What follows belongs to an exercise in optimizing a design on an open flow for small area, a short achievable clock period and few clock cycles per item; a production flow would make more cautious choices.
RTL that was checked went through simulation tests only; none was proved equivalent to the original.
Power figures rest on the tool's default switching activity, not on a simulated workload.

## radio_mode_fsm
module radio_mode_fsm #(
    parameter [7:0]  CHANNEL_RESET = 8'h0B,
    parameter [15:0] CCACFG_RESET  = 16'h0000
) (
    input  wire        clk,
    input  wire        rst,             
    input  wire        in_valid,
    output wire        in_ready,
    input  wire        in_kind,         
    input  wire [31:0] in_word,
    input  wire [31:0] in_arg,
    input  wire        in_abortable,    
    input  wire        in_ack_req,      
    input  wire [31:0] pool_handle,
    output wire        pool_take,
    output wire        rsp_valid,
    output wire [31:0] rsp_word,
    output wire        out_valid,
    output wire [31:0] out_w0,
    output wire [31:0] out_w1,
    output wire [1:0]  need,
    output reg  [7:0]  hw_channel,
    output reg  [15:0] hw_cca,
    output wire [7:0]  fault
);
    localparam [4:0] ST_DIS   = 5'b00_000, ST_SLEEP = 5'b00_001,
                     ST_WT    = 5'b01_000, ST_WRF   = 5'b01_001,
                     ST_RXH   = 5'b01_010, ST_RXF   = 5'b01_011,
                     ST_ED    = 5'b01_100, ST_CCA   = 5'b01_101,
                     ST_TXACK = 5'b10_000, ST_CCATX = 5'b10_001,
                     ST_TXF   = 5'b10_010, ST_RXACK = 5'b10_011,
                     ST_CC    = 5'b10_100;
    localparam [3:0] E_RXS  = 4'b0000, E_DIS  = 4'b0001,
  ...
Size: ~1,500 cells after synthesis, about 240 I/O pins, about 0.012 sq mm of cells after synthesis.
Settings: LEC_CHECK=0, ABC_AREA=1, CAP_MARGIN=20, CORE_MARGIN=2, CORE_UTILIZATION=55, CTS_BUF_LIST=sky130_fd_sc_hd__clkbuf_8, PLACE_DENSITY=0.7, SETUP_SLACK_MARGIN=5.0, SLEW_MARGIN=20; clock period 8.0 ns.
standard.sh (not shown) runs the stock make flow with config.mk's settings and CLKGATE_MAP_FILE= SYNTH_SCRIPT=/design/flow/synth_recipe.tcl, a recipe that flattens the netlist after the stock synthesis.
==> flow/flow/run.sh <==
#!/bin/bash
# The standard layout (standard.sh), with every port buffered by a
# sky130_fd_sc_hd__buf_1 instead of the cell buffer_ports picks by default.
set -euo pipefail
export BUFFER_PORTS_ARGS="-buffer_cell sky130_fd_sc_hd__buf_1"
bash standard.sh > standard.log 2>&1
The baseline finished clean.
Next try:
--- a/flow/flow/run.sh
+++ b/flow/flow/run.sh
@@ -3 +3,2 @@
-# sky130_fd_sc_hd__buf_1 instead of the cell buffer_ports picks by default.
+# sky130_fd_sc_hd__buf_1 instead of the cell buffer_ports picks by default,
+# and clock tree synthesis without dummy loads.
@@ -5,0 +7 @@
+export CTS_ARGS="-sink_clustering_enable -repair_clock_nets -buf_list sky130_fd_sc_hd__clkbuf_4 -dont_use_dummy_load"
- CORE_UTILIZATION: 55 -> 45
- CTS_BUF_LIST: sky130_fd_sc_hd__clkbuf_8 -> sky130_fd_sc_hd__clkbuf_4
- PLACE_DENSITY: 0.7 -> 0.62
The changed run produced a clean layout. Via count goes down by about 1.4%. Sequential share of layout area goes up by 1.7 points. Global-route usage goes down by 3.6 points. Design area goes down by about 4%. Worst setup slack improved by 73 ps. Wire length stays flat. Clock skew goes up by 57 ps. Total power goes down by 9.0%. Synthesized area is unchanged.
Next try:
==> flow/flow/run.sh (replaced) <==
#!/bin/bash
# The standard layout (standard.sh), with every port buffered by a
# sky130_fd_sc_hd__buf_1 instead of the cell buffer_ports picks by default.
set -euo pipefail
export BUFFER_PORTS_ARGS="-buffer_cell sky130_fd_sc_hd__buf_1"
bash standard.sh > standard.log 2>&1
- CORE_UTILIZATION: 45 -> 40
- CTS_BUF_LIST: sky130_fd_sc_hd__clkbuf_4 -> sky130_fd_sc_hd__clkbuf_8
- PLACE_DENSITY: 0.62 -> 0.6
Result: Routed wire length went up by 3.6%. Setup slack gets worse by 100 ps. Final area went up by 4.3%. Synthesized area does not change. Clock-buffer cell count went down by 21.
Next try:
- CORE_UTILIZATION: 40 -> 50
- PLACE_DENSITY: 0.6 -> 0.65
Effect: Via count rose by 1.5%; power climbs by 1.5%; global-route usage rises by 4.2 points; clock power goes up by about 4%; critical path depth increases by 3; routed wire length shrinks by 3.2%.
Next try:
- CTS_BUF_LIST: sky130_fd_sc_hd__clkbuf_8 -> sky130_fd_sc_hd__clkbuf_4
Combinational power falls by a few percent. Total power rises by a few percent. Core utilization falls by 0.94 points. Sequential power is about the same. Flip-flop and latch count is unchanged.
No run of this note included a check of the RTL's function; only the layout flow was run.


== lane 1 ==
Another version of the RTL of radio_mode_fsm (not shown whole).
Size: roughly 250 flip-flops, ~240 I/O pins, roughly 0.012 mm^2 of cells after synthesis.
## radio_mode_fsm
module radio_mode_fsm #(
    parameter [7:0]  CHANNEL_RESET = 8'h0B,
    parameter [15:0] CCACFG_RESET  = 16'h0000
) (
    input  wire        clk,
    input  wire        rst,             
    input  wire        in_valid,
    output wire        in_ready,
    input  wire        in_kind,         
    input  wire [31:0] in_word,
    input  wire [31:0] in_arg,
    input  wire        in_abortable,    
    input  wire        in_ack_req,      
    input  wire [31:0] pool_handle,
    output wire        pool_take,
    output wire        rsp_valid,
    output wire [31:0] rsp_word,
    output wire        out_valid,
    output wire [31:0] out_w0,
    output wire [31:0] out_w1,
    output wire [1:0]  need,
    output reg  [7:0]  hw_channel,
    output reg  [15:0] hw_cca,
    output wire [7:0]  fault
);
export LEC_CHECK = 0
export ABC_AREA = 1
export CAP_MARGIN = 20
export CORE_MARGIN = 2
export CORE_UTILIZATION = 47
export PLACE_DENSITY = 0.64
export SETUP_SLACK_MARGIN = 5.0
export SLEW_MARGIN = 20
create_clock -name core_clock -period 8.0 [get_ports {clk}]
==> flow/flow/run.sh <==
#!/bin/bash
# The standard layout (standard.sh), with every port buffered by a
# sky130_fd_sc_hd__buf_1 instead of the cell buffer_ports picks by default,
# and clock tree synthesis without dummy loads.
set -euo pipefail
export BUFFER_PORTS_ARGS="-buffer_cell sky130_fd_sc_hd__buf_1"
export CTS_ARGS="-sink_clustering_enable -repair_clock_nets -buf_list sky130_fd_sc_hd__clkbuf_4 -dont_use_dummy_load"
bash standard.sh > standard.log 2>&1
Testbench counts of lane 1, summed over its fixed seeds: cycles 33,341, items 32,000.
Input-level comparison between lane 2 and lane 1:
Settings: changing PLACE_DENSITY from 0.64 to 0.65; setting CTS_BUF_LIST to sky130_fd_sc_hd__clkbuf_8 for the first time; changing CORE_UTILIZATION from 47 to 50.
==> flow/flow/run.sh <==
#!/bin/bash
# The standard layout (standard.sh), with every port buffered by a
# sky130_fd_sc_hd__buf_1 instead of the cell buffer_ports picks by default.
set -euo pipefail
export BUFFER_PORTS_ARGS="-buffer_cell sky130_fd_sc_hd__buf_1"
bash standard.sh > standard.log 2>&1
Lane 2 against lane 1: fraction of area in clock buffers and inverters went up by 2.1 points, non-filler instance count after layout went up by about 0.5%, placement-stage cell area went down by about 0.4%. Power consumed by combinational cells (lane 2 vs. lane 1) increases by a few percent. Compared with lane 1, lane 2 shows number of cells upsized or downsized after cts higher by 80%. Re global-route wire length before repair: lane 1 and lane 2 aren't equal, and the lower value belongs to lane 2. sky130_fd_sc_hd__a31oi_4 as the critical-path cell with the highest stage delay was reported by lane 2, and sky130_fd_sc_hd__o21ai_4 by lane 1. Looking at total power, lane 2 sits 320 uW above lane 1. Worst setup slack deteriorates in lane 2 relative to lane 1. Against lane 1, lane 2 reports a overall routing resource usage that is higher. In the tables for lane 1 and lane 2, number of cells after detailed placement reads lower with lane 2.
#### Input delta (lane 3 over lane 2)
Settings: changing PLACE_DENSITY from 0.65 to 0.6; changing CORE_UTILIZATION from 50 to 40; removing CTS_BUF_LIST (formerly sky130_fd_sc_hd__clkbuf_8).
### Flow results
- Critical path depth delta for lane 3 relative to lane 2: 2 higher
- The global-route wire length before repair of lane 3 was inferior to that of lane 2.
- Per the comparison of lane 3 with lane 2, total power consumption of the routed design shows an increase of 11%, number of H-tree branching levels shows a reduction of 1, die footprint shows an increase of about 24%, utilization shows a reduction of 12 points.

separate check: timing with driven ports:
In the flow no input, the clock included, has a driving cell. The finished layouts below were timed again as built, in two steps.
Step 1 sets driving cells, clkbuf_16 on the clock port and buf_2 on the other inputs (assumed; they add their load-dependent delay and slew).
Step 2 adds t to the input delays and takes it off the output delays; t is the mean of the earliest and latest rising clock arrival at the registers after step 1. Input paths then give back, and output paths get back, about the clock's delay inside the block.
Three values: ideal, step 1, step 2; two values: the first two.
| run | t (ns) | setup WS [ns] | latest minus earliest clock arrival (ns) |
|---|---|---|---|
| the first run of note 1 | 0.579 | 4.873 / 4.838 / 4.258 | 0.027 / 0.027 |
| the second run of note 1 | 0.699 | 4.945 / 4.938 / 4.239 | 0.087 / 0.086 |
| the third run of note 1 | 0.587 | 4.845 / 4.833 / 4.246 | 0.028 / 0.028 |
| the fourth run of note 1 | 0.590 | 4.799 / 4.781 / 4.191 | 0.028 / 0.028 |
| the fifth run of note 1 | 0.693 | 4.904 / 4.886 / 4.193 | 0.049 / 0.049 |
| lane 1 | 0.671 | 4.983 / 4.970 / 4.298 | 0.086 / 0.087 |
| lane 2 | 0.587 | 4.931 / 4.911 / 4.324 | 0.027 / 0.027 |
| lane 3 | 0.591 | 4.857 / 4.844 / 4.253 | 0.035 / 0.035 |
After both steps every run listed still meets setup and hold. For the fifth run of note 1, which loses most, drivers alone change the setup slack by -0.018 ns; drivers and shift together by -0.711 ns.
